Background: an optimization exercise with open tools, aiming at small area, a short achievable clock period and few clock cycles. Do not read the settings as production practice. Function was checked by simulation only, so behaviour that the tests miss may differ from the original. No activity file was given, so power comes from the tool's default toggle rates.

[design/flow/design.v]
module mcb_core #(
    parameter EDGE_DEPTH = 32,              
    parameter AW         = 5                
) (
    input  wire        clk,
    input  wire        rst,
    input  wire        cmd_valid,
    output wire        cmd_ready,
    input  wire [63:0] cmd_data,
    output wire        evt_valid,
    input  wire        evt_ready,
    output wire [63:0] evt_data,
    output wire        irq
);
    localparam [1:0] LV_LOW = 2'd0, LV_MID = 2'd1, LV_HIGH = 2'd2;
    localparam [1:0] CH_EMPTY = 2'd0, CH_OPEN = 2'd1, CH_CLOSED = 2'd2, CH_FAILED = 2'd3;
    localparam [2:0] AS_IDLE = 3'd0, AS_LEN = 3'd1, AS_DATA = 3'd2, AS_SUM = 3'd3, AS_END = 3'd4;
    localparam [3:0] OP_NOP = 4'h0, OP_SAMPLE = 4'h1, OP_CLOSE = 4'h2, OP_QUERY = 4'h3,
                     OP_DECODE = 4'h4, OP_ASM_BYTE = 4'h5, OP_ASM_CLEAR = 4'h6,
                     OP_EDGE_RD = 4'h7, OP_CSR_RD = 4'h8, OP_CSR_WR = 4'h9, OP_CLEAR = 4'hA;
    localparam [7:0] E_ILLEGAL_OP = 8'h01, E_RSVD_NONZERO = 8'h02, E_BAD_LEVEL = 8'h03,
                     E_CH_NOT_OPEN = 8'h04, E_OUT_OF_ORDER = 8'h05, E_EMPTY_CHANNEL = 8'h06,
                     E_EDGE_OVERFLOW = 8'h07, E_NOT_READY = 8'h08, E_NOT_CONFIGURED = 8'h09,
                     E_BAD_CSR = 8'h0A, E_CSR_READ_ONLY = 8'h0B, E_BAD_CSR_VALUE = 8'h0C,
                     E_INDEX_RANGE = 8'h0D, E_ASM_TIME_ORDER = 8'h0E;
    localparam [1:0] ST_IDLE = 2'd0, ST_DEC = 2'd2;
    localparam [1:0] EM_NONE = 2'd0, EM_HDR = 2'd1, EM_DATA = 2'd2, EM_END = 2'd3;
    reg  [2:0]  ctrl;
    reg  [31:0] bit_ticks;
    reg  [3:0]  data_bits;
    reg  [1:0]  stop_short;
    reg  [1:0]  stop_long;
    reg  [15:0] resync_bp;
    reg  [7:0]  end_marker;
    reg  [7:0]  mk_marker [0:7];
    reg  [3:0]  mk_type   [0:7];
    reg  [7:0]  mk_valid;
    reg  [8:0]  isr;
    reg  [8:0]  ier;
    reg  [11:0] last_err;
    reg  [31:0] bytes_scanned, frames_found, frames_dropped, resync_discards;
    reg  [31:0] bytes_decoded, ambig_count, bit0_count;
    reg  [1:0]  ch_state [0:1];
    reg  [AW:0] ch_count [0:1];
    reg  [47:0] ch_last_t [0:1];
    reg  [1:0]  ch_last_l [0:1];
    reg         ch_prev_rec [0:1];
    reg  [49:0] emem0 [0:EDGE_DEPTH-1];
    reg  [49:0] emem1 [0:EDGE_DEPTH-1];
    reg  [2:0]  as_state;
    reg         as_have_prev;
    reg  [47:0] as_prev_t;
    reg         as_prev_dir;
    reg  [7:0]  f_marker;
    reg  [3:0]  f_type;
    reg  [7:0]  f_len;
    reg  [7:0]  f_ptr;           
    reg  [7:0]  f_sum;
    reg  [7:0]  f_acc;           
    reg  [8*255-1:0] f_data;     
    reg  [47:0] tol;             
    reg  [35:0] cs_short;        
    reg  [35:0] cs_long;         
    reg  [33:0] bt3;             
    reg  [34:0] bt5;             
    reg         mul_busy;
    reg  [1:0]  mul_ph;
    reg  [3:0]  mul_i;
    reg  [1:0]  st;
    reg  [1:0]  em;              
    reg  [63:0] w;               
    reg         w_v;
    reg         evt_valid_q;
    reg  [63:0] evt_data_q;
    reg         sk_v;            
    reg  [63:0] sk_d;
    reg  [7:0]  qc;
    reg         d_bit;           
    reg  [AW:0] q;               
    reg  [AW:0] qa;              
    reg  [47:0] nx_t;            
    reg  [1:0]  nx_l;
    reg  [47:0] n1_t;            
    reg  [1:0]  n1_l;
    reg  [47:0] n2_t;            
    reg  [1:0]  n2_l;
    reg         prev_hi;         
    reg         d_hold;          
    reg  [1:0]  d_quirk;         
    reg  [48:0] d_cursor;
    reg  [47:0] d_s;
    reg  [49:0] du1;             
    reg  [49:0] du2;             
    reg  [49:0] d_u0;            
    reg         c1_pend;         
    reg  [3:0]  d_bi;
    reg  [7:0]  d_val;
    reg  [1:0]  d_lp0;
    reg  [1:0]  d_ls;
    reg  [1:0]  cur0;            
    reg  [AW:0] p1n;             
    reg  [1:0]  cur1;
    reg  [47:0] c1e_t;           
    reg  [1:0]  c1e_l;
    reg         c1e_ok;          
    reg  [1:0]  d_adv;           
    reg  [7:0]  a_v;
    reg         a_ddir;          
    reg         a_pend;          
    reg         a_big;           
    function [49:0] add50;
        input [49:0] a;
        input [49:0] b;
        input        cin;
        reg   [49:0] p, gg, pp, c;
        integer      k, n, j;
        begin
            p  = a ^ b;
            gg = a & b;
            pp = p;
            for (k = 0; k < 6; k = k + 1)
                for (n = 0; n < 50; n = n + 1)
                    if ((n >> k) & 1) begin
                        j     = ((n >> k) << k) - 1;
                        gg[n] = gg[n] | (pp[n] & gg[j]);
                        pp[n] = pp[n] & pp[j];
                    end
            c[0] = cin;
            for (n = 1; n < 50; n = n + 1)
                c[n] = gg[n-1] | (pp[n-1] & cin);
            add50 = p ^ c;
        end
    endfunction
    function le50;
        input [49:0] a;
        input [49:0] b;
        reg   [49:0] gg, pp;
        integer      k, n, j;
        begin
            gg = b & ~a;
            pp = b | ~a;
            for (k = 0; k < 6; k = k + 1)
                for (n = 0; n < 50; n = n + 1)
                    if ((n >> k) & 1) begin
                        j     = ((n >> k) << k) - 1;
                        gg[n] = gg[n] | (pp[n] & gg[j]);
                        pp[n] = pp[n] & pp[j];
                    end
            le50 = gg[49] | pp[49];
        end
    endfunction
    function [31:0] inc32;
        input [31:0] x;
        reg   [31:0] pp, c;
        integer      k, n, j;
        begin
            pp = x;
            for (k = 0; k < 5; k = k + 1)
                for (n = 0; n < 32; n = n + 1)
                    if ((n >> k) & 1) begin
                        j     = ((n >> k) << k) - 1;
                        pp[n] = pp[n] & pp[j];
                    end
            c[0] = 1'b1;
            for (n = 1; n < 32; n = n + 1)
                c[n] = pp[n-1];
            inc32 = x ^ c;
        end
    endfunction
    wire [3:0]  op    = w[63:60];
    wire        w_ch  = w[59];
    wire [1:0]  w_lvl = w[58:57];
    wire [7:0]  w_val = w[55:48];
    wire [47:0] w_t   = w[47:0];
    wire [7:0]  w_csr = w[39:32];
    wire [31:0] w_dat = w[31:0];
    wire needs_mul = (op == OP_DECODE) || (op == OP_ASM_BYTE);
    wire exec      = w_v && (st == ST_IDLE) && (em == EM_NONE) && !a_pend && !sk_v &&
                     !(needs_mul && mul_busy);
    assign cmd_ready = !rst && (!w_v || exec);
    assign evt_valid = evt_valid_q && !rst;
    assign evt_data  = evt_data_q;
    assign irq       = |(isr & ier);
    wire cmd_fire = cmd_valid && cmd_ready;
    wire ev_room  = !sk_v;
    reg        ev_push;
    reg [63:0] ev_data;
    reg [63:0] rsv;
    always @(*) begin
        case (op)
            OP_NOP, OP_DECODE, OP_ASM_CLEAR, OP_CLEAR: rsv = 64'h0FFF_FFFF_FFFF_FFFF;
            OP_CLOSE:    rsv = 64'h07FF_FFFF_FFFF_FFFF;
            OP_SAMPLE:   rsv = 64'h01FF_0000_0000_0000;
            OP_QUERY:    rsv = 64'h07FF_0000_0000_0000;
            OP_ASM_BYTE: rsv = 64'h0700_0000_0000_0000;
            OP_EDGE_RD:  rsv = 64'h07FF_FFFF_0000_0000;
            OP_CSR_RD:   rsv = 64'h0FFF_FF00_FFFF_FFFF;
            OP_CSR_WR:   rsv = 64'h0FFF_FF00_0000_0000;
            default:     rsv = 64'h0;
        endcase
    end
    wire [1:0]  c_state    = ch_state[w_ch];
    wire [AW:0] c_count    = ch_count[w_ch];
    wire [47:0] c_last_t   = ch_last_t[w_ch];
    wire [1:0]  c_last_l   = ch_last_l[w_ch];
    wire        c_prev_rec = ch_prev_rec[w_ch];
    wire [AW:0]   q1     = q + 1'b1;
    wire [AW:0]   q2     = q + 2'd2;
    wire [AW:0]   qa1    = qa + 1'b1;
    wire [AW:0]   qa2    = qa + 2'd2;
    wire [7:0]  q_ok;
    genvar gk;
    generate
        for (gk = 0; gk < 8; gk = gk + 1) begin : g_qok
            assign q_ok[gk] = qc[gk] && (c_count > 4 * gk + 3);
        end
    endgenerate
    wire [3:0]  q_r = q_ok[7] ? 4'd8 : q_ok[6] ? 4'd7 : q_ok[5] ? 4'd6 : q_ok[4] ? 4'd5 :
                      q_ok[3] ? 4'd4 : q_ok[2] ? 4'd3 : q_ok[1] ? 4'd2 : q_ok[0] ? 4'd1 : 4'd0;
    function [11:0] rows;
        input [AW-1:0] a;
        begin
            rows[2:0]  = a[4:2] + (a[1:0] > 2'd0);
            rows[5:3]  = a[4:2] + (a[1:0] > 2'd1);
            rows[8:6]  = a[4:2] + (a[1:0] > 2'd2);
            rows[11:9] = a[4:2];
        end
    endfunction
    reg  [11:0] w_rows;          
    reg         w_isq;           
    reg  [11:0] qa_rows;         
    reg  [11:0] p1_rows;         
    reg [1:0]  rot0, rot1;
    reg [11:0] rw0, rw1;
    always @(*) begin
        case (st)
            ST_DEC:  begin rot0 = qa[1:0]; rw0 = qa_rows; end
            default: begin
                rot0 = w_isq ? 2'd0 : w_dat[1:0];
                rw0  = w_isq ? {4{q_r[2:0]}} : w_rows;
            end
        endcase
        case (st)
            ST_DEC:  begin rot1 = p1n[1:0]; rw1 = p1_rows; end
            default: begin
                rot1 = w_isq ? 2'd0 : w_dat[1:0];
                rw1  = w_isq ? {4{q_r[2:0]}} : w_rows;
            end
        endcase
    end
    wire [2:0]  r0_0 = rw0[2:0];
    wire [2:0]  r0_1 = rw0[5:3];
    wire [2:0]  r0_2 = rw0[8:6];
    wire [2:0]  r0_3 = rw0[11:9];
    wire [2:0]  r1_0 = rw1[2:0];
    wire [2:0]  r1_1 = rw1[5:3];
    wire [2:0]  r1_2 = rw1[8:6];
    wire [2:0]  r1_3 = rw1[11:9];
    wire [49:0] b0_0 = emem0[{r0_0, 2'd0}];
    wire [49:0] b0_1 = emem0[{r0_1, 2'd1}];
    wire [49:0] b0_2 = emem0[{r0_2, 2'd2}];
    wire [49:0] b0_3 = emem0[{r0_3, 2'd3}];
    wire [49:0] b1_0 = emem1[{r1_0, 2'd0}];
    wire [49:0] b1_1 = emem1[{r1_1, 2'd1}];
    wire [49:0] b1_2 = emem1[{r1_2, 2'd2}];
    wire [49:0] b1_3 = emem1[{r1_3, 2'd3}];
    reg  [49:0] rd0, rd0b, rd1;
    always @(*) begin
        case (rot0)
            2'd0: begin rd0 = b0_0; rd0b = b0_1; end
            2'd1: begin rd0 = b0_1; rd0b = b0_2; end
            2'd2: begin rd0 = b0_2; rd0b = b0_3; end
            default: begin rd0 = b0_3; rd0b = b0_0; end
        endcase
        case (rot1)
            2'd0: rd1 = b1_0;
            2'd1: rd1 = b1_1;
            2'd2: rd1 = b1_2;
            default: rd1 = b1_3;
        endcase
    end
    wire csr_mapped = (w_csr <= 8'h04) || (w_csr >= 8'h08 && w_csr <= 8'h1D);
    wire csr_ro     = (w_csr == 8'h00) || (w_csr == 8'h10) || (w_csr >= 8'h13 && w_csr <= 8'h1D);
    wire csr_legal  = !((w_csr == 8'h02) && (w_dat == 32'd0)) &&
                      !((w_csr == 8'h03) && ((w_dat[3:0] == 4'd0) || (w_dat[3:0] > 4'd8)));
    reg [31:0] csr_rdata;
    always @(*) begin
        csr_rdata = 32'd0;
        case (w_csr)
            8'h00: csr_rdata = 32'h4D43_0001;
            8'h01: csr_rdata = {29'd0, ctrl};
            8'h02: csr_rdata = bit_ticks;
            8'h03: csr_rdata = {resync_bp, 8'd0, stop_long, stop_short, data_bits};
            8'h04: csr_rdata = {24'd0, end_marker};
            8'h08, 8'h09, 8'h0A, 8'h0B, 8'h0C, 8'h0D, 8'h0E, 8'h0F:
                   csr_rdata = {mk_valid[w_csr[2:0]], 19'd0, mk_type[w_csr[2:0]], mk_marker[w_csr[2:0]]};
            8'h10: csr_rdata = {24'd0, as_have_prev, as_state, ch_state[1], ch_state[0]};
            8'h11: csr_rdata = {23'd0, isr};
            8'h12: csr_rdata = {23'd0, ier};
            8'h13: csr_rdata = {20'd0, last_err};
            8'h14: csr_rdata = {{(31-AW){1'b0}}, ch_count[0]};
            8'h15: csr_rdata = {{(31-AW){1'b0}}, ch_count[1]};
            8'h16: csr_rdata = bytes_scanned;
            8'h17: csr_rdata = frames_found;
            8'h18: csr_rdata = frames_dropped;
            8'h19: csr_rdata = resync_discards;
            8'h1A: csr_rdata = bytes_decoded;
            8'h1B: csr_rdata = ambig_count;
            8'h1C: csr_rdata = bit0_count;
            8'h1D: csr_rdata = EDGE_DEPTH;
            default: csr_rdata = 32'd0;
        endcase
    end
    wire          smp_trans = (w_lvl != c_last_l);
    wire [AW+1:0] smp_need  = c_prev_rec ? 2'd1 : 2'd2;
    reg [7:0] err_code;
    reg       err_fatal;
    always @(*) begin
        err_code  = 8'h00;
        err_fatal = 1'b0;
        if (op >= 4'hB)
            err_code = E_ILLEGAL_OP;
        else if ((w & rsv) != 64'd0)
            err_code = E_RSVD_NONZERO;
        else begin
            case (op)
                OP_SAMPLE: begin
                    if (w_lvl == 2'b11)
                        err_code = E_BAD_LEVEL;
                    else if (c_state == CH_CLOSED || c_state == CH_FAILED)
                        err_code = E_CH_NOT_OPEN;
                    else if (c_state == CH_OPEN && le50({2'b00, w_t}, {2'b00, c_last_t})) begin
                        err_code = E_OUT_OF_ORDER; err_fatal = 1'b1;
                    end else if (c_state == CH_OPEN && smp_trans &&
                                 ({1'b0, c_count} + smp_need > EDGE_DEPTH)) begin
                        err_code = E_EDGE_OVERFLOW; err_fatal = 1'b1;
                    end
                end
                OP_CLOSE: begin
                    if (c_state == CH_CLOSED || c_state == CH_FAILED)
                        err_code = E_CH_NOT_OPEN;
                    else if (c_state == CH_EMPTY) begin
                        err_code = E_EMPTY_CHANNEL; err_fatal = 1'b1;
                    end else if (!c_prev_rec && (c_count + 1'b1 > EDGE_DEPTH)) begin
                        err_code = E_EDGE_OVERFLOW; err_fatal = 1'b1;
                    end
                end
                OP_QUERY: begin
                    if (c_state != CH_CLOSED) err_code = E_NOT_READY;
                end
                OP_EDGE_RD: begin
                    if (c_state != CH_CLOSED)       err_code = E_NOT_READY;
                    else if ((|w_dat[31:AW+1]) || (w_dat[AW:0] >= c_count)) err_code = E_INDEX_RANGE;
                end
                OP_DECODE: begin
                    if (ch_state[0] != CH_CLOSED || ch_state[1] != CH_CLOSED)
                        err_code = E_NOT_READY;
                    else if (bit_ticks == 32'd0)
                        err_code = E_NOT_CONFIGURED;
                end
                OP_ASM_BYTE: begin
                    if (bit_ticks == 32'd0)
                        err_code = E_NOT_CONFIGURED;
                    else if (as_have_prev && !le50({2'b00, as_prev_t}, {2'b00, w_t}))
                        err_code = E_ASM_TIME_ORDER;
                end
                OP_CSR_RD: begin
                    if (!csr_mapped) err_code = E_BAD_CSR;
                end
                OP_CSR_WR: begin
                    if (!csr_mapped)      err_code = E_BAD_CSR;
                    else if (csr_ro)      err_code = E_CSR_READ_ONLY;
                    else if (!csr_legal)  err_code = E_BAD_CSR_VALUE;
                end
                default: ;
            endcase
        end
    end
    wire ok = (err_code == 8'h00);
    wire            smp_ok  = exec && ok && (op == OP_SAMPLE);
    wire [AW-1:0]   smp_idx = (c_state == CH_EMPTY) ? {AW{1'b0}} : c_count[AW-1:0];
    wire            smp_two = (c_state != CH_EMPTY) && smp_trans && !c_prev_rec;
    wire            mem_we  = smp_ok && ((c_state == CH_EMPTY) || smp_trans || !c_count[AW]);
    wire [AW-1:0]   mem_idx = smp_idx + smp_two;
    reg             wb_v;
    reg             wb_ch;
    reg  [AW-1:0]   wb_idx;
    wire [49:0]     wb_d    = {ch_last_l[wb_ch], ch_last_t[wb_ch]};
    wire [49:0] qe0 = w_ch ? b1_0 : b0_0;
    wire [49:0] qe1 = w_ch ? b1_1 : b0_1;
    wire [49:0] qe2 = w_ch ? b1_2 : b0_2;
    wire [4:0]  q_b = {q_r[2:0], 2'b00};
    wire        qh0 = ({1'b0, q_b}        < c_count) && le50({2'b00, qe0[47:0]}, {2'b00, w_t});
    wire        qh1 = ({1'b0, q_b} + 6'd1 < c_count) && le50({2'b00, qe1[47:0]}, {2'b00, w_t});
    wire        qh2 = ({1'b0, q_b} + 6'd2 < c_count) && le50({2'b00, qe2[47:0]}, {2'b00, w_t});
    reg  [1:0]  q_lp;
    always @(*) begin
        case (q_r)
            4'd0:    q_lp = LV_HIGH;
            4'd1:    q_lp = w_ch ? emem1[3][49:48]  : emem0[3][49:48];
            4'd2:    q_lp = w_ch ? emem1[7][49:48]  : emem0[7][49:48];
            4'd3:    q_lp = w_ch ? emem1[11][49:48] : emem0[11][49:48];
            4'd4:    q_lp = w_ch ? emem1[15][49:48] : emem0[15][49:48];
            4'd5:    q_lp = w_ch ? emem1[19][49:48] : emem0[19][49:48];
            4'd6:    q_lp = w_ch ? emem1[23][49:48] : emem0[23][49:48];
            4'd7:    q_lp = w_ch ? emem1[27][49:48] : emem0[27][49:48];
            default: q_lp = w_ch ? emem1[31][49:48] : emem0[31][49:48];
        endcase
    end
    wire [1:0]  q_lvl = q_r[3] ? q_lp : qh2 ? qe2[49:48] : qh1 ? qe1[49:48] : qh0 ? qe0[49:48] : q_lp;
    wire [7:0]  qc_nxt;
    wire        qc_fwd = le50({2'b00, wb_d[47:0]}, {2'b00, cmd_data[47:0]});
    generate
        for (gk = 0; gk < 8; gk = gk + 1) begin : g_qc
            wire [47:0] et = cmd_data[59] ? emem1[4 * gk + 3][47:0] : emem0[4 * gk + 3][47:0];
            wire        fw = wb_v && (wb_ch == cmd_data[59]) && (wb_idx == 4 * gk + 3);
            assign qc_nxt[gk] = fw ? qc_fwd : le50({2'b00, et}, {2'b00, cmd_data[47:0]});
        end
    endgenerate
    wire [48:0] uh1  = du1[49:1];
    wire [48:0] uh2  = du2[49:1];           
    wire        v0   = (q  < ch_count[0]);
    wire        v1   = (q1 < ch_count[0]);
    wire        v2   = (q2 < ch_count[0]);
    wire        b01  = v0 && le50({2'b00, nx_t}, {1'b0, uh1});
    wire        b11  = v1 && le50({2'b00, n1_t}, {1'b0, uh1});
    wire        b21  = v2 && le50({2'b00, n2_t}, {1'b0, uh1});
    wire        b02  = v0 && le50({2'b00, nx_t}, {1'b0, uh2});
    wire        b12  = v1 && le50({2'b00, n1_t}, {1'b0, uh2});
    wire        b22  = v2 && le50({2'b00, n2_t}, {1'b0, uh2});
    wire [1:0]  lv1  = !b01 ? cur0 : !b11 ? nx_l : n1_l;
    wire [1:0]  lv2  = !b02 ? cur0 : !b12 ? nx_l : n1_l;
    wire [1:0]  n1   = !b01 ? 2'd0 : !b11 ? 2'd1 : 2'd2;
    wire [1:0]  n2   = !b02 ? 2'd0 : !b12 ? 2'd1 : 2'd2;
    wire [3:0]  bi1      = d_bi + 4'd1;
    wire        one_left = (bi1 == data_bits);           
    wire        two_last = (bi1 + 4'd1 == data_bits);    
    wire        out_free = !a_pend && (em == EM_NONE) && ev_room;
    wire        fin_ok   = out_free && !c1_pend;
    wire        r_two    = d_bit && !one_left && !b21 && !b22 && (!two_last || fin_ok);
    wire        r_one    = d_bit && !b21 && (one_left ? fin_ok : !r_two);
    wire        r_fin    = (r_two && two_last) || (r_one && one_left);
    wire [1:0]  adv      = one_left ? (b21 ? 2'd2 : n1) : (b22 ? 2'd2 : n2);
    wire [2:0]  adv_sum  = {1'b0, d_adv} + {1'b0, adv};
    wire [1:0]  adv_nxt  = (adv_sum >= 3'd2) ? 2'd2 : adv_sum[1:0];
    wire [1:0]  lv_fin   = r_two ? lv2 : lv1;
    wire [1:0] lp0_f   = (d_bi == 4'd0) ? lv1 : d_lp0;
    wire [1:0] ls_f    = cur1;
    wire       dir_b_f = (ls_f == LV_MID);
    reg  [7:0] val_f;
    always @(*) begin
        val_f = d_val;
        val_f[d_bi[2:0]] = (lv1 == LV_HIGH);
        if (r_two) val_f[bi1[2:0]] = (lv2 == LV_HIGH);
    end
    wire [3:0]  cb_short = 4'd1 + data_bits + {2'b00, stop_short};
    wire [3:0]  cb_long  = 4'd1 + data_bits + {2'b00, stop_long};
    wire [47:0] mul_acc  = (mul_ph == 2'd0) ? tol : (mul_ph == 2'd1) ? {12'd0, cs_short} : {12'd0, cs_long};
    wire        mul_bit  = (mul_ph == 2'd0) ? resync_bp[mul_i] :
                           (mul_ph == 2'd1) ? cb_short[mul_i[1:0]] : cb_long[mul_i[1:0]];
    wire [49:0] mul_sum  = add50({1'b0, mul_acc, 1'b0}, mul_bit ? {18'd0, bit_ticks} : 50'd0, 1'b0);
    wire [49:0] cursor_x = add50({2'b00, d_s}, {14'd0, (dir_b_f ? cs_long : cs_short)}, 1'b0);
    wire [48:0] cursor_f = cursor_x[48:0];
    wire        a1 = c1_pend && c1e_ok && (p1n < ch_count[1]) && le50({2'b00, c1e_t}, {1'b0, d_u0[49:1]});
    wire [49:0] du_a = add50(du2, bt2, 1'b0);
    wire [49:0] du_b = add50(du2, bt4, 1'b0);
    wire        w_go     = !d_bit && !d_hold && v0;
    wire        ge0      = le50({1'b0, d_cursor}, {2'b00, nx_t});
    wire        ge1      = le50({1'b0, d_cursor}, {2'b00, n1_t});
    wire        w_st0    = (d_quirk == 2'd0) && prev_hi && (nx_l != LV_HIGH) && ge0;
    wire        w_st1    = (d_quirk != 2'd2) && v1 && (nx_l == LV_HIGH) && (n1_l != LV_HIGH) && ge1;
    wire        w_done   = !d_bit && !d_hold && !v0;
    wire        f0       = (adv == 2'd0) && v0 && (lv_fin == LV_HIGH) && (nx_l != LV_HIGH) && ge0;
    wire        f1       = (adv == 2'd0) && v1 && (nx_l == LV_HIGH) && (n1_l != LV_HIGH) && ge1;
    wire        f2       = (adv == 2'd1) && v1 && (lv_fin == LV_HIGH) && (n1_l != LV_HIGH) && ge1;
    wire        fold     = r_fin && adv_nxt[1] && (f0 || f1 || f2);
    wire        fold_j1  = !f0;
    wire [1:0]  sh_bit   = fold ? (fold_j1 ? 2'd2 : 2'd1) : adv;
    wire [47:0] w_s      = d_bit ? (fold_j1 ? n1_t : nx_t) : (w_st0 ? nx_t : n1_t);
    wire [49:0] bt3_x    = add50({17'd0, w_dat, 1'b0}, {18'd0, w_dat}, 1'b0);
    wire [49:0] bt5_x    = add50({16'd0, w_dat, 2'b00}, {18'd0, w_dat}, 1'b0);
    wire [49:0] u_first  = add50({1'b0, w_s, 1'b0}, {16'd0, bt3}, 1'b0);
    wire [49:0] u_second = add50({1'b0, w_s, 1'b0}, {15'd0, bt5}, 1'b0);
    wire [49:0] bt2      = {17'd0, bit_ticks, 1'b0};
    wire [49:0] bt4      = {16'd0, bit_ticks, 2'b0};
    wire [47:0] big_t     = (st == ST_DEC) ? d_s : w_t;
    wire [49:0] big_gx    = add50({2'b00, big_t}, {2'b11, ~as_prev_t}, 1'b1);
    wire [47:0] big_gap   = big_gx[47:0];
    wire        big_now   = !le50({2'b00, big_gap}, {2'b00, tol});
    wire        as_resync = as_have_prev && (a_big || a_ddir);
    wire [2:0]  as_cur    = as_resync ? AS_IDLE : as_state;
    reg         mk_hit;
    reg  [3:0]  mk_hit_type;
    integer     m;
    always @(*) begin
        mk_hit = 1'b0;
        mk_hit_type = 4'd0;
        for (m = 7; m >= 0; m = m - 1) begin
            if (mk_valid[m] && mk_marker[m] == a_v) begin
                mk_hit = 1'b1;
                mk_hit_type = mk_type[m];
            end
        end
    end
    wire        frame_ok = (a_v == end_marker) && (f_acc == 8'd0);
    wire        as_emit  = (as_cur == AS_END) && frame_ok && ctrl[1];
    wire [31:0] f_back   = {23'd0, {1'b0, f_len} + 9'd3};
    wire [49:0] f_startx = add50({18'd0, bytes_scanned}, {18'd0, ~f_back}, 1'b1);
    wire [31:0] f_start  = f_startx[31:0];
    reg  [254:0] f_sel;
    integer      fj;
    always @(*) begin
        for (fj = 0; fj < 255; fj = fj + 1)
            f_sel[fj] = (f_ptr == fj);
    end
    reg  [7:0]   fd;
    always @(*) begin
        fd = 8'd0;
        for (fj = 0; fj < 255; fj = fj + 1)
            fd = fd | (f_data[8*fj +: 8] & {8{f_sel[fj]}});
    end
    wire         f_we = a_pend && (as_cur == AS_DATA);
    always @(*) begin
        ev_push = 1'b0;
        ev_data = 64'd0;
        if (em != EM_NONE) begin
            if (ev_room) begin
                ev_push = 1'b1;
                case (em)
                    EM_HDR:  ev_data = {4'h5, f_type, f_marker, f_len, f_sum, f_start};
                    EM_DATA: ev_data = {4'h6, 44'd0, f_ptr, fd};
                    default: ev_data = {4'h7, 20'd0, a_v, bytes_scanned};
                endcase
            end
        end else if (a_pend && as_emit) begin
            ev_push = ev_room;
            ev_data = {4'h5, f_type, f_marker, f_len, f_sum, f_start};
        end else begin
            case (st)
                ST_IDLE: if (exec) begin
                    if (!ok) begin
                        ev_push = ctrl[2];
                        ev_data = {4'hE, op, err_code, w_t};
                    end else if (op == OP_EDGE_RD) begin
                        ev_push = 1'b1;
                        ev_data = {4'h2, w_ch, 9'd0, (w_ch ? rd1[49:48] : rd0[49:48]),
                                   (w_ch ? rd1[47:0] : rd0[47:0])};
                    end else if (op == OP_CSR_RD) begin
                        ev_push = 1'b1;
                        ev_data = {4'h3, 20'd0, w_csr, csr_rdata};
                    end else if (op == OP_QUERY) begin
                        ev_push = 1'b1;
                        ev_data = {4'h1, w_ch, 9'd0, q_lvl, w_t};
                    end
                end
                ST_DEC: begin
                    if (r_fin) begin
                        ev_push = ctrl[0];
                        ev_data = {4'h4, dir_b_f, (ls_f == LV_HIGH), (lp0_f == LV_HIGH), 1'b0,
                                   val_f, d_s};
                    end else if (w_done && out_free) begin
                        ev_push = 1'b1;
                        ev_data = {4'h8, 28'd0, bytes_decoded};
                    end
                end
                default: ;
            endcase
        end
    end
    integer i;
    always @(posedge clk) begin
        if (rst) begin
            st           <= ST_IDLE;
            em           <= EM_NONE;
            a_pend       <= 1'b0;
            w_v          <= 1'b0;
            wb_v         <= 1'b0;
            evt_valid_q  <= 1'b0;
            sk_v         <= 1'b0;
            ctrl         <= 3'b111;
            bit_ticks    <= 32'd0;
            bt3          <= 34'd0;
            bt5          <= 35'd0;
            data_bits    <= 4'd8;
            stop_short   <= 2'd1;
            stop_long    <= 2'd2;
            resync_bp    <= 16'd100;
            end_marker   <= 8'h03;
            for (i = 0; i < 8; i = i + 1) begin
                mk_marker[i] <= 8'h00;
                mk_type[i]   <= 4'h0;
            end
            mk_marker[0] <= 8'h01;
            mk_marker[1] <= 8'h02;
            mk_type[1]   <= 4'h1;
            mk_valid     <= 8'b0000_0011;
            isr          <= 9'd0;
            ier          <= 9'd0;
            last_err     <= 12'd0;
            bytes_scanned   <= 32'd0;
            frames_found    <= 32'd0;
            frames_dropped  <= 32'd0;
            resync_discards <= 32'd0;
            bytes_decoded   <= 32'd0;
            ambig_count     <= 32'd0;
            bit0_count      <= 32'd0;
            ch_state[0]  <= CH_EMPTY;
            ch_state[1]  <= CH_EMPTY;
            ch_count[0]  <= 0;
            ch_count[1]  <= 0;
            as_state     <= AS_IDLE;
            as_have_prev <= 1'b0;
            tol          <= 48'd0;
            cs_short     <= 36'd0;
            cs_long      <= 36'd0;
            mul_busy     <= 1'b0;
        end else begin
            if (!evt_valid_q || evt_ready) begin
                evt_valid_q <= sk_v || ev_push;
                evt_data_q  <= sk_v ? sk_d : ev_data;
                sk_v        <= 1'b0;
            end else begin
                if (!sk_v) sk_d <= ev_data;
                if (ev_push) sk_v <= 1'b1;
            end
            if (cmd_fire) begin
                w   <= cmd_data;
                w_rows <= rows(cmd_data[AW-1:0]);
                w_isq  <= (cmd_data[63:60] == OP_QUERY);
                qc  <= qc_nxt;
                w_v <= 1'b1;
            end else if (exec) begin
                w_v <= 1'b0;
            end
            if (mul_busy) begin
                case (mul_ph)
                    2'd0: tol      <= mul_sum[47:0];
                    2'd1: cs_short <= mul_sum[35:0];
                    default: cs_long <= mul_sum[35:0];
                endcase
                if (mul_i == 4'd0) begin
                    mul_ph <= mul_ph + 1'b1;
                    mul_i  <= 4'd3;
                    if (mul_ph == 2'd2) mul_busy <= 1'b0;
                end else begin
                    mul_i <= mul_i - 1'b1;
                end
            end
            wb_v   <= mem_we;
            wb_ch  <= w_ch;
            wb_idx <= mem_idx;
            if (wb_v) begin
                if (wb_ch) emem1[wb_idx] <= {ch_last_l[1], ch_last_t[1]};
                else       emem0[wb_idx] <= {ch_last_l[0], ch_last_t[0]};
            end
            if (exec) begin
                if (!ok) begin
                    last_err <= {op, err_code};
                    isr[0]   <= 1'b1;
                    if (err_fatal) begin
                        ch_state[w_ch] <= CH_FAILED;
                        isr[1 + w_ch]  <= 1'b1;
                    end
                end else begin
                    case (op)
                        OP_SAMPLE: begin
                            if (c_state == CH_EMPTY) begin
                                ch_count[w_ch]    <= 1;
                                ch_prev_rec[w_ch] <= 1'b1;
                                ch_state[w_ch]    <= CH_OPEN;
                            end else if (!smp_trans) begin
                                ch_prev_rec[w_ch] <= 1'b0;
                            end else begin
                                ch_count[w_ch]    <= c_count + (c_prev_rec ? 2'd1 : 2'd2);
                                ch_prev_rec[w_ch] <= 1'b1;
                            end
                            ch_last_t[w_ch] <= w_t;
                            ch_last_l[w_ch] <= w_lvl;
                        end
                        OP_CLOSE: begin
                            if (!c_prev_rec) begin
                                ch_count[w_ch]    <= c_count + 1'b1;
                                ch_prev_rec[w_ch] <= 1'b1;
                            end
                            ch_state[w_ch] <= CH_CLOSED;
                        end
                        OP_DECODE: begin
                            as_state        <= AS_IDLE;
                            as_have_prev    <= 1'b0;
                            bytes_scanned   <= 32'd0;
                            frames_found    <= 32'd0;
                            frames_dropped  <= 32'd0;
                            resync_discards <= 32'd0;
                            bytes_decoded   <= 32'd0;
                            ambig_count     <= 32'd0;
                            bit0_count      <= 32'd0;
                            d_cursor        <= 49'd0;
                            d_bit           <= 1'b0;
                            d_hold          <= 1'b0;
                            d_quirk         <= 2'd0;
                            q               <= 1;
                            qa              <= 4;
                            qa_rows         <= rows(5'd4);
                            p1_rows         <= rows(5'd0);
                            nx_t            <= emem0[1][47:0];
                            nx_l            <= emem0[1][49:48];
                            n1_t            <= emem0[2][47:0];
                            n1_l            <= emem0[2][49:48];
                            n2_t            <= emem0[3][47:0];
                            n2_l            <= emem0[3][49:48];
                            prev_hi         <= (emem0[0][49:48] == LV_HIGH);
                            p1n             <= 0;
                            cur1            <= LV_HIGH;
                            c1_pend         <= 1'b0;
                            c1e_ok          <= 1'b0;
                            st              <= ST_DEC;
                        end
                        OP_ASM_BYTE: begin
                            as_prev_t   <= w_t;
                            as_prev_dir <= w_ch;
                            a_ddir <= (w_ch != as_prev_dir);
                            a_big  <= big_now;
                            a_v    <= w_val;
                            a_pend <= 1'b1;
                        end
                        OP_ASM_CLEAR: begin
                            as_state        <= AS_IDLE;
                            as_have_prev    <= 1'b0;
                            bytes_scanned   <= 32'd0;
                            frames_found    <= 32'd0;
                            frames_dropped  <= 32'd0;
                            resync_discards <= 32'd0;
                        end
                        OP_CSR_WR: begin
                            case (w_csr)
                                8'h01: ctrl <= w_dat[2:0];
                                8'h02: begin
                                    bit_ticks <= w_dat;
                                    bt3       <= bt3_x[33:0];
                                    bt5       <= bt5_x[34:0];
                                end
                                8'h03: begin
                                    data_bits  <= w_dat[3:0];
                                    stop_short <= w_dat[5:4];
                                    stop_long  <= w_dat[7:6];
                                    resync_bp  <= w_dat[31:16];
                                end
                                8'h04: end_marker <= w_dat[7:0];
                                8'h08, 8'h09, 8'h0A, 8'h0B, 8'h0C, 8'h0D, 8'h0E, 8'h0F: begin
                                    mk_marker[w_csr[2:0]] <= w_dat[7:0];
                                    mk_type[w_csr[2:0]]   <= w_dat[11:8];
                                    mk_valid[w_csr[2:0]]  <= w_dat[31];
                                end
                                8'h11: isr <= isr & ~w_dat[8:0];
                                8'h12: ier <= w_dat[8:0];
                                default: ;
                            endcase
                            if (w_csr == 8'h02 || w_csr == 8'h03) begin
                                mul_busy <= 1'b1;
                                mul_ph   <= 2'd0;
                                mul_i    <= 4'd15;
                                tol      <= 48'd0;
                                cs_short <= 36'd0;
                                cs_long  <= 36'd0;
                            end
                        end
                        OP_CLEAR: begin
                            ch_state[0]     <= CH_EMPTY;
                            ch_state[1]     <= CH_EMPTY;
                            ch_count[0]     <= 0;
                            ch_count[1]     <= 0;
                            as_state        <= AS_IDLE;
                            as_have_prev    <= 1'b0;
                            bytes_scanned   <= 32'd0;
                            frames_found    <= 32'd0;
                            frames_dropped  <= 32'd0;
                            resync_discards <= 32'd0;
                            bytes_decoded   <= 32'd0;
                            ambig_count     <= 32'd0;
                            bit0_count      <= 32'd0;
                            isr             <= 9'd0;
                            last_err        <= 12'd0;
                        end
                        default: ;   
                    endcase
                end
            end
            if (st == ST_DEC) begin
                c1e_t  <= rd1[47:0];
                c1e_l  <= rd1[49:48];
                c1e_ok <= !a1;
                if (a1) begin
                    p1n  <= p1n + 1'b1;
                    p1_rows <= rows(p1n[AW-1:0] + 1'b1);
                    cur1 <= c1e_l;
                end else begin
                    if (c1e_ok && c1_pend) begin
                        c1_pend  <= 1'b0;
                        d_cursor <= cursor_f;
                    end
                end
                if (d_bit) begin
                    case (sh_bit)
                        2'd1: begin
                            q    <= q1;
                            qa   <= qa1;
                            qa_rows <= rows(qa1[AW-1:0]);
                            nx_t <= n1_t;
                            nx_l <= n1_l;
                            n1_t <= n2_t;
                            n1_l <= n2_l;
                            n2_t <= rd0[47:0];
                            n2_l <= rd0[49:48];
                            cur0 <= nx_l;
                        end
                        2'd2: begin
                            q    <= q2;
                            qa   <= qa2;
                            qa_rows <= rows(qa2[AW-1:0]);
                            nx_t <= n2_t;
                            nx_l <= n2_l;
                            n1_t <= rd0[47:0];
                            n1_l <= rd0[49:48];
                            n2_t <= rd0b[47:0];
                            n2_l <= rd0b[49:48];
                            cur0 <= n1_l;
                        end
                        default: ;
                    endcase
                    d_adv <= adv_nxt;
                    if (r_one || r_two) begin
                        d_val <= val_f;
                        d_lp0 <= lp0_f;
                        d_ls  <= ls_f;
                    end
                    if (r_fin) begin
                        bytes_decoded <= inc32(bytes_decoded);
                        if (ls_f == LV_HIGH) begin
                            ambig_count <= inc32(ambig_count);
                            isr[3]      <= 1'b1;
                        end
                        if (lp0_f == LV_HIGH) begin
                            bit0_count <= inc32(bit0_count);
                            isr[4]     <= 1'b1;
                        end
                        as_prev_t   <= d_s;
                        as_prev_dir <= dir_b_f;
                        a_ddir <= (dir_b_f != as_prev_dir);
                        a_big  <= big_now;
                        a_v    <= val_f;
                        a_pend <= 1'b1;
                        prev_hi <= (lv_fin == LV_HIGH);
                        d_bit   <= 1'b0;
                        d_hold  <= !adv_nxt[1];
                        if (fold) begin
                            d_s     <= w_s;
                            d_bi    <= 4'd0;
                            d_val   <= 8'd0;
                            du1     <= u_first;
                            du2     <= u_second;
                            d_u0    <= u_first;
                            c1_pend <= 1'b1;
                            d_adv   <= 2'd0;
                            d_bit   <= 1'b1;
                            d_hold  <= 1'b0;
                        end
                    end else if (r_two) begin
                        d_bi <= d_bi + 4'd2;
                        du1  <= du_a;
                        du2  <= du_b;
                    end else if (r_one) begin
                        d_bi <= bi1;
                        du1  <= du2;
                        du2  <= du_a;
                    end
                end else if (d_hold) begin
                    d_hold  <= 1'b0;
                    d_quirk <= !as_emit ? 2'd0 : (d_adv == 2'd0) ? 2'd2 : 2'd1;
                end else if (v0) begin
                    d_quirk <= 2'd0;
                    if (w_st0) begin
                        q    <= q1;
                        qa   <= qa1;
                            qa_rows <= rows(qa1[AW-1:0]);
                        nx_t <= n1_t;
                        nx_l <= n1_l;
                        n1_t <= n2_t;
                        n1_l <= n2_l;
                        n2_t <= rd0[47:0];
                        n2_l <= rd0[49:48];
                        cur0 <= nx_l;
                    end else begin
                        q       <= q2;
                        qa      <= qa2;
                        qa_rows <= rows(qa2[AW-1:0]);
                        nx_t    <= n2_t;
                        nx_l    <= n2_l;
                        n1_t    <= rd0[47:0];
                        n1_l    <= rd0[49:48];
                        n2_t    <= rd0b[47:0];
                        n2_l    <= rd0b[49:48];
                        cur0    <= n1_l;
                        prev_hi <= (n1_l == LV_HIGH);
                    end
                    if (w_st0 || w_st1) begin
                        d_s     <= w_s;
                        d_bi    <= 4'd0;
                        d_val   <= 8'd0;
                        du1     <= u_first;
                        du2     <= u_second;
                        d_u0    <= u_first;
                        c1_pend <= 1'b1;
                        d_adv   <= 2'd0;
                        d_bit   <= 1'b1;
                    end
                end else if (out_free) begin
                    isr[8] <= 1'b1;
                    st     <= ST_IDLE;
                end
            end
            if (a_pend) begin
                a_pend <= 1'b0;
                if (as_resync && as_state != AS_IDLE) begin
                    resync_discards <= inc32(resync_discards);
                    isr[7]          <= 1'b1;
                end
                as_have_prev  <= 1'b1;
                bytes_scanned <= inc32(bytes_scanned);
                case (as_cur)
                    AS_IDLE: begin
                        as_state <= AS_IDLE;
                        if (mk_hit) begin
                            f_marker <= a_v;
                            f_type   <= mk_hit_type;
                            as_state <= AS_LEN;
                        end
                    end
                    AS_LEN: begin
                        f_len    <= a_v;
                        f_acc    <= a_v;
                        f_ptr    <= 8'd0;
                        as_state <= (a_v != 8'd0) ? AS_DATA : AS_SUM;
                    end
                    AS_DATA: begin
                        f_acc           <= f_acc + a_v;
                        f_ptr           <= f_ptr + 1'b1;
                        if (f_ptr + 1'b1 == f_len)
                            as_state <= AS_SUM;
                    end
                    AS_SUM: begin
                        f_sum    <= a_v;
                        f_acc    <= f_acc + a_v;
                        as_state <= AS_END;
                    end
                    default: begin   
                        as_state <= AS_IDLE;
                        if (frame_ok) begin
                            frames_found <= inc32(frames_found);
                            isr[5]       <= 1'b1;
                            if (ctrl[1]) begin
                                bytes_scanned <= bytes_scanned;
                                f_ptr         <= 8'd0;
                                em            <= !ev_room ? EM_HDR :
                                                 (f_len == 8'd0) ? EM_END : EM_DATA;
                            end
                        end else begin
                            frames_dropped <= inc32(frames_dropped);
                            isr[6]         <= 1'b1;
                        end
                    end
                endcase
            end
            for (fj = 0; fj < 255; fj = fj + 1)
                if (f_we && f_sel[fj]) f_data[8*fj +: 8] <= a_v;
            if (em != EM_NONE && ev_room) begin
                case (em)
                    EM_HDR:  em <= (f_len == 8'd0) ? EM_END : EM_DATA;
                    EM_DATA: begin
                        f_ptr <= f_ptr + 1'b1;
                        if (f_ptr + 1'b1 == f_len) em <= EM_END;
                    end
                    default: begin
                        bytes_scanned <= inc32(bytes_scanned);
                        em <= EM_NONE;
                    end
                endcase
            end
        end
    end
endmodule
[design/flow/run.sh]
#!/bin/bash
# synth_recipe.tcl (not shown) runs the flow's synth.tcl, then flattens the netlist and writes it again
# the make line also repeats each setting of config.mk as NAME=value (left out here)
make -C /OpenROAD-flow-scripts/flow DESIGN_CONFIG=/design/flow/config.mk WORK_HOME=/design/flow/orfs CLKGATE_MAP_FILE= SYNTH_SCRIPT=/design/flow/synth_recipe.tcl finish
[design/flow/config.mk]
export PLATFORM = sky130hd
export DESIGN_NAME = mcb_core
export DESIGN_NICKNAME = mcb_core
export VERILOG_FILES = /design/flow/design.v
export SDC_FILE = /design/flow/constraint.sdc
export NUM_CORES = 8
export LEC_CHECK = 0
export ABC_AREA = 1
export CAP_MARGIN = 30
export CORE_MARGIN = 2
export CORE_UTILIZATION = 40
export CTS_CLUSTER_DIAMETER = 60
export CTS_CLUSTER_SIZE = 30
export SETUP_SLACK_MARGIN = 5
export SLEW_MARGIN = 30
[design/flow/constraint.sdc]
create_clock -name core_clock -period 12.0 [get_ports {clk}]
set_input_delay 2.4000 -clock core_clock [delete_from_list [all_inputs] [get_ports {clk}]]
set_output_delay 2.4000 -clock core_clock [all_outputs]
set_load 0.01 [all_outputs]
==> results of run 1 <==
## cells in the final DEF, fill, tap and decap left out, drive strengths merged, types with 218 or more instances in the layout
master | Yosys | routed
nand2 | 6361 | 6362
edfxtp | 6291 | 6291
inv | 2844 | 3047
o21ai | 2744 | 2744
nor2 | 2310 | 2311
nand3 | 2258 | 2267
a21oi | 1969 | 1969
buf | 584 | 1342
clkbuf | 1168 | 629
dfxtp | 537 | 537
o22ai | 502 | 502
nor3 | 482 | 482
o211ai | 479 | 479
ha | 477 | 477
a221oi | 459 | 459
nand4 | 358 | 358
o221ai | 292 | 292
xor2 | 260 | 260
clkinv | 57 | 240
a211oi | 218 | 218
## routing by layer
layer  part of all wire  GRT usage
met5             0.0010          0
met4              0.078      0.225
met3               0.15      0.134
met2               0.41      0.516
met1               0.37      0.474
## cell families (layout without fill, tap and decap cells)
| kind of cell | Yosys count | count (layout) | share of synthesized area |
|---|---|---|---|
| DFF | 6828 | 6828 | 0.605 |
| buffers and inverters | 4653 | 5478 | 0.0555 |
| adders and majority gates | 521 | 521 | 0.0207 |
| xor gates and xnor gates | 380 | 380 | 0.0101 |
| AOI/OAI and AO/OA | 8003 | 8003 | 0.150 |
| muxes | 107 | 107 | 0.00327 |
| and+or+nand+nor | 12107 | 12119 | 0.155 |
| other | 0 | 128 | 0 |
## flip-flops by register name (all words and copies together), names as in the netlist, 49 cells and up, named ones only
name and flops:
d_cursor 49, ch_last_t 96, f_data 2040, d_u0 49, du2 49, emem0 1600
evt_data_q 64, du1 49, sk_d 64, mk_marker 64, w 62, emem1 1600
## worst paths after layout
kind | end | slack, ns | startpoint | depth (start not counted)
min | frames_found[19] | 0.45 | frames_found[19] | 1
max | du2[38] | 4.58 | n2_t[39] | 44
max reg2reg | du2[38] | 4.58 | n2_t[39] | 44
min reg2reg | frames_found[19] | 0.45 | frames_found[19] | 1
## metrics by stage
stage                     cells  worst slack (ns)   util  hold WS (ns)  cell area [um2]
after detailed placement  42889              1.84  0.424         0.437           349000
after global routing      44340              4.37  0.458         0.461           377000
after CTS                 44173              4.54  0.454         0.451           374000
final                     44451              4.58  0.458         0.454           377000
after floorplan           32599              5.02      -         0.407           330000
after global placement    42865              1.30  0.422         0.415           347000
## timing repair
action / 4_1_cts / 5_1_grt
cloned: 30 / 11
pin swaps: 94 / 95
buffers inserted: 180 / 132
gates resized for setup: 502 / 342
setup endpoints to repair: 1471 / 703
## final cells by class
| type | count | area [um2] |
|---|---|---|
| Clock inverter | 458 | 5930 |
| Antenna cell | 128 | 320 |
| Multi-Input combinational cell | 21130 | 117000 |
| Timing Repair inverter | 5 | 43.8 |
| Tap cell | 10887 | 13600 |
| Timing Repair Buffer | 1498 | 14100 |
| Inverter | 2901 | 11200 |
| Clock buffer | 616 | 14900 |
| Sequential cell | 6828 | 200000 |
| Fill cell | 76270 | 445000 |
## report_power, final
group / leakage [nW] / total, mW / switching [mW] / internal, mW
clock network: 10.1 / 21.1 / 10.7 / 10.4
registers: 61.4 / 26.1 / 0.159 / 25.9
logic: 63.1 / 7.02 / 5.36 / 1.66
==> impl_results.md, run 1 <==
- Global route overflow: 0
- Period Utilization, post-route: 0.618
- Vias per cell: 6.35
- Initial Utilization: 0.401
- Root Driver: clkbuf_16
- Peak supply drop: 0.181 mV
- Area contributors post-synth: edfxtp_1, nand2_1, o21ai_0
- Post-synth ARST share: 0
- CTS clk-pin slew, worst paths: 0.07 ns
- Clock skew: around 0.088 ns
- Yosys top cell by area: edfxtp_1
- WL per Instance: roughly 36 um
- Slowest cell on the critical path: edfxtp_1
- Die area: 832000 um2
- TritonRoute pass-1 iters: 14
- Detailed Route WL: 1590000 um
- CP peak stage delay: between 0.5 and 0.6 ns
- CP endpoint kind: flop
- Slew Viols, Final: 0
- CP Data Arrival Time: between 8 and 9 ns
- #FFs+latches synth: 6828
- Pwr dens: 144 nW/um2
- Top cells by count, synth: nand2_1, edfxtp_1, inv_1
- Hold buffers post-CTS: 0
- Die Ht: approximately 910 um
- Tightest Pin Transition: 1.29 ns
- Max Cap Viol: 0
- Port-buffer cells: between 100 and 150
- Antenna violations before repair: about 210
- Post-Syn Area: around 330000 um2
- I/O pin total: about 140
- Final setup violation count: 0
- Setup Total Neg Slack: 0 ns
- Die outline width: 912 um
- Clock Latency Late Sink: between 1 and 1.5 ns
- Critical Path Source Type: flop
- Seq/Total Area, Yosys: 0.605
- Leak pwr: roughly 130 nW
- TritonCTS Buffers: 579
- Minimum clock period: around 7.4 ns
- GPL Wtd Cong: 1.05
- First DRT Iteration DRCs: just under 50000
- Synth top area share: 0.573
- Mapped Cells: 32599
- Global-route wire length before repair: 2130000 um
- H-tree depth: 6
- F_max: 0.135 GHz
- Critical Path RT: 12.87 ns
- Routed Antenna Nets: 0
- Core Area: 822000 um2
- CTS max path bufs: 4
- Ratio of cells with drive above 1 in the final layout: 0.109
- Fin. Hold Viols: 0
- CTS tree: yes
- Largest net degree at the start of global routing: 141
- CP top delay family: compound AO/OA/AOI/OAI gates
- Ys flop type: edfxtp_1
- Slew HR: 0.139
- Setup CP Type: reg2reg
- Status: complete, no violations
- Crit path buf inv count: 7
- Syn_area_per_cell: 10.1 um2
- DR DRC count: 0
- Final nets: 33530
- Via count: 282106
- Total power: 54.2 mW
- Vias in the first global route: roughly 250k
- Dominant cell by count in the synthesized netlist: nand2_1
- Dpl hpwl: 1120000 um
- CP dominant cell by count: nand2_1
- Number of core rows: 333
- Syn Nets: 33186
- Cell variety after synth: 96
- Min-delay worst type: reg2reg
- Critical path peak fanout: 9
- Num Clock Sinks: 6828
- Number of synthesized flops with an enable pin: 6291
- Syn-to-layout area delta: 14.3%
- YS warnings: 1
- GRT Resource Usage Total: 0.364
- RSZ-0062 raised after global routing: true
Testbench counts, summed over its fixed seeds: cycles 6,978.
==> run 2: changes to the inputs <==
--- a/design/flow/config.mk
+++ b/design/flow/config.mk
@@ -5,10 +5,9 @@
 export SDC_FILE = /design/flow/constraint.sdc
 export NUM_CORES = 8
 export LEC_CHECK = 0
-export ABC_AREA = 1
 export CAP_MARGIN = 30
 export CORE_MARGIN = 2
-export CORE_UTILIZATION = 40
+export CORE_UTILIZATION = 45
 export CTS_CLUSTER_DIAMETER = 60
 export CTS_CLUSTER_SIZE = 30
 export SETUP_SLACK_MARGIN = 5
==> impl_results.md, run 2 <==
- H-tree depth: 6 (unchanged)
- Fin. Hold Viols: 0 (unchanged)
- DR DRC count: 0 (unchanged)
- Vias in the first global route: 238519 (-5.6%)
- Syn Nets: 26412 (-20%)
- CTS max path bufs: 4 (unchanged)
- F_max: 0.110 GHz (-19%)
- Critical path peak fanout: 4 (-5)
- Tightest Pin Transition: 1.36 ns (+0.0755 ns)
- Num Clock Sinks: 6828 (unchanged)
- CP Data Arrival Time: 10.05 ns (+1.76 ns)
- Dpl hpwl: 1460000 um (+30%)
- Clock skew: 0.112 ns (+0.0240 ns)
- CTS tree: yes
- Critical Path Source Type: flop
- Fin util: 0.530 (+0.0716)
- I/O pin total: 135 (unchanged)
- Worst slack at placement: 1.28 ns (-0.563 ns)
- Placed inst area: 350000 um2 (+0.30%)
- Top reg by flops: f_data
- Seq/Total Area, Yosys: 0.615 (+0.00996)
- Post-Syn Area: 324000 um2 (-1.6%)
- Slew HR: 0.0921 (-0.0472)
- Dominant cell by count in the synthesized netlist: edfxtp_1
- Detailed Route WL: 1960000 um (+23%)
- CTS clk-pin slew, worst paths: 0.09 ns (+0.02 ns)
- Via count: 274794 (-2.6%)
- GPL Wtd Cong: 1.11 (+5.1%)
- CP dominant cell by count: buf_6
- YS warnings: 1 (unchanged)
- WL per Instance: 51.9 um (+45%)
- Area contributors post-synth: edfxtp_1, mux2i_1, dfxtp_1
- Number of core rows: 311 (-6.6%)
- Synth top area share: 0.582 (+0.00943)
- Mapped Cells: 25825 (-21%)
- Vias per cell: 7.29 (+15%)
- Number of synthesized flops with an enable pin: 6291 (unchanged)
- Setup Total Neg Slack: 0 ns (unchanged)
- Ratio of cells with drive above 1 in the final layout: 0.187 (+0.0777)
- Cell variety after synth: 122 (+27%)
- Die outline width: 853 um (-6.5%)
- CP peak stage delay: 0.57 ns (-0.02 ns)
- Min-delay worst type: reg2reg
- Global-route wire length before repair: 2470000 um (+16%)
- First DRT Iteration DRCs: 57953 (+18%)
- CP endpoint kind: flop
- Antenna violations before repair: 374 (+82%)
- Syn_area_per_cell: 12.6 um2 (+24%)
- Die area: 728000 um2 (-12%)
- Global route overflow: 0 (unchanged)
- TritonCTS Buffers: 583 (+0.69%)
- Largest registers: f_data: 2040 flops, emem0: 1600 flops, emem1: 1600 flops
- Period Utilization, post-route: 0.761 (+0.143)
- Peak supply drop: 0.149 mV (-17%)
- Port-buffer cells: 134 (unchanged)
- Commonest non-fill, non-tap cell in the layout: edfxtp_1
- Max reg flops: 2040 (unchanged)
- Slowest cell on the critical path: a221oi_4
- #FFs+latches synth: 6828 (unchanged)
- Worst Slack Setup Final: 2.87 ns (-1.71 ns)
- Max Cap Viol: 0 (unchanged)
- Yosys top cell by area: edfxtp_1
- Syn-to-layout area delta: 17.3%
- Most frequent cells in the layout: edfxtp_1, nand2_1, mux2i_1
- Hold buffers post-CTS: 0 (unchanged)
- Final nets: 27784 (-17%)
- Final instance area: 381000 um2 (+0.98%)
- Pwr dens: 143 nW/um2 (-0.86%)
- Leak pwr: 132 nW (-1.8%)
- Post-synth ARST share: 0 (unchanged)
- Die Ht: 853 um (-6.5%)
- Setup CP Type: reg2reg
- Initial Utilization: 0.452 (+0.0508)
- Root Driver: clkbuf_16
- Ys flop type: edfxtp_1
- Clock Latency Late Sink: 1.27 ns (+0.07 ns)
- Minimum clock period: 9.13 ns (+1.71 ns)
- GRT Resource Usage Total: 0.518 (+0.154)
- Final setup violation count: 0 (unchanged)
- TritonRoute pass-1 iters: 13 (-1)
- Critical Path RT: 12.92 ns (+0.05 ns)
- Core Area: 718000 um2 (-13%)
- RSZ-0062 raised after global routing: true
- Status: complete, no violations
- Routed Antenna Nets: 0 (unchanged)
- Top cells by count, synth: edfxtp_1, nand2_1, mux2i_1
- Slew Viols, Final: 0 (unchanged)
- Largest net degree at the start of global routing: 157 (+11%)
[run 2: cell count changes after synthesis, moves of 436 or more]
| cell | previous run | this run |
|---|---|---|
| a22oi_1 | 160 | 636 |
| inv_1 | 2793 | 593 |
| nor2_1 | 2281 | 1845 |
| a21oi_1 | 1959 | 1393 |
| mux2i_1 | 102 | 1988 |
| nand2_1 | 6338 | 2392 |
| o21ai_0 | 2577 | 1162 |
| nand3_1 | 2248 | 574 |
[run 2: worst paths after layout]
path | from | end | slack, ns | depth (start not counted)
min | last_err[8] | last_err[8] | 0.46 | 2
max reg2reg | du2[19] | evt_data_q[49] | 2.87 | 60
max | du2[19] | evt_data_q[49] | 2.87 | 60
min reg2reg | last_err[8] | last_err[8] | 0.46 | 2
[run 2: metal layers]
layer | global-route usage | share of wire | vias to the layer above
met3 | 0.278 | 0.17 | 6143
li1 | - | - | 103692
met5 | 0.0215 | 0.0016 | -
met4 | 0.405 | 0.099 | 182
met2 | 0.685 | 0.39 | 26225
met1 | 0.622 | 0.34 | 138552
[run 2: stage by stage]
step,hold WS [ns],power [mW],std cells
floorplan,0.431,29.5,25825
global placement,0.440,32.8,35661
detailed placement,0.446,32.9,35735
CTS,0.456,53.5,37078
global route,0.486,54.8,37437
finish,0.459,54.3,37683
[run 2: final cells by class]
class / count / area (um2)
Antenna cell: 448 / 1120
Clock buffer: 636 / 15200
Clock inverter: 441 / 5280
Fill cell: 60710 / 337000
Inverter: 623 / 2400
Multi-Input combinational cell: 16818 / 124000
Sequential cell: 6828 / 200000
Tap cell: 9546 / 11900
Timing Repair Buffer: 2343 / 20700
[run 2: what timing repair did]
| action | CTS | global route |
|---|---|---|
| cloned | 17 | 8 |
| gates resized for setup | 734 | 413 |
| endpoints found under the setup margin | 1515 | 763 |
| setup buffers | 249 | 120 |
| pin swaps | 201 | 184 |
[run 2: cell families (layout without fill, tap and decap cells)]
logic type | count (synthesis) | in the layout | share of synthesized area
adder cells (fa/ha/maj) | 851 | 851 | 0.0313
AND/OR/NAND/NOR | 6710 | 6715 | 0.0935
AO/OA/AOI/OAI | 6284 | 6289 | 0.131
buffers and inverters | 2190 | 4043 | 0.0285
multiplexers | 2520 | 2521 | 0.0884
flip-flops | 6828 | 6828 | 0.615
XOR/XNOR | 442 | 442 | 0.0119
other | 0 | 448 | 0
[run 2: critical path: cells and delay by family, from the launching register on]
| kind | cells | cell delay (ns) |
|---|---|---|
| adders and majority gates | 2 | 0.62 |
| buffers and inverters | 46 | 5.07 |
| AOI/OAI and AO/OA | 10 | 2.38 |
| and+or+nand+nor | 1 | 0.12 |
| DFF | 1 | 0.38 |
| muxes | 1 | 0.13 |
[run 2: where the power goes]
group	leakage (nW)	switching, mW	internal, mW
clock network	9.91	10.6	10.4
registers	61.4	0.190	25.9
logic	60.8	5.28	1.96

[separate check: timing with driven ports]
How much do the figures lean on ideal ports? The routed layouts below were timed once more, with nothing changed but the port constraints.
Step 1: set_driving_cell puts a clkbuf_16 on clk and a buf_2 on each other input, an assumption about the parent block.
Step 2 adds t to the input delays and takes it off the output delays; t is the mean of the earliest and latest rising clock arrival at the registers after step 1. Input paths then give back, and output paths get back, about the clock's delay inside the block.
a / b / c = no drivers / after step 1 / after step 2; a / b = the first two.
| run | t, ns | slack for setup (ns) | hold WS [ns] | latest minus earliest clock arrival (ns) |
|---|---|---|---|---|
| run 1 | 1.313 | 4.579 / 4.579 / 3.574 | 0.454 / 0.454 / 0.454 | 0.089 / 0.088 |
| run 2 | 1.370 | 2.869 / 2.869 / 2.869 | 0.459 / 0.459 / 0.459 | 0.114 / 0.114 |
After both steps every run listed still meets setup and hold. The setup slack of run 1, which loses most, moves by 0.000 ns with the drivers and by -1.005 ns with both steps.
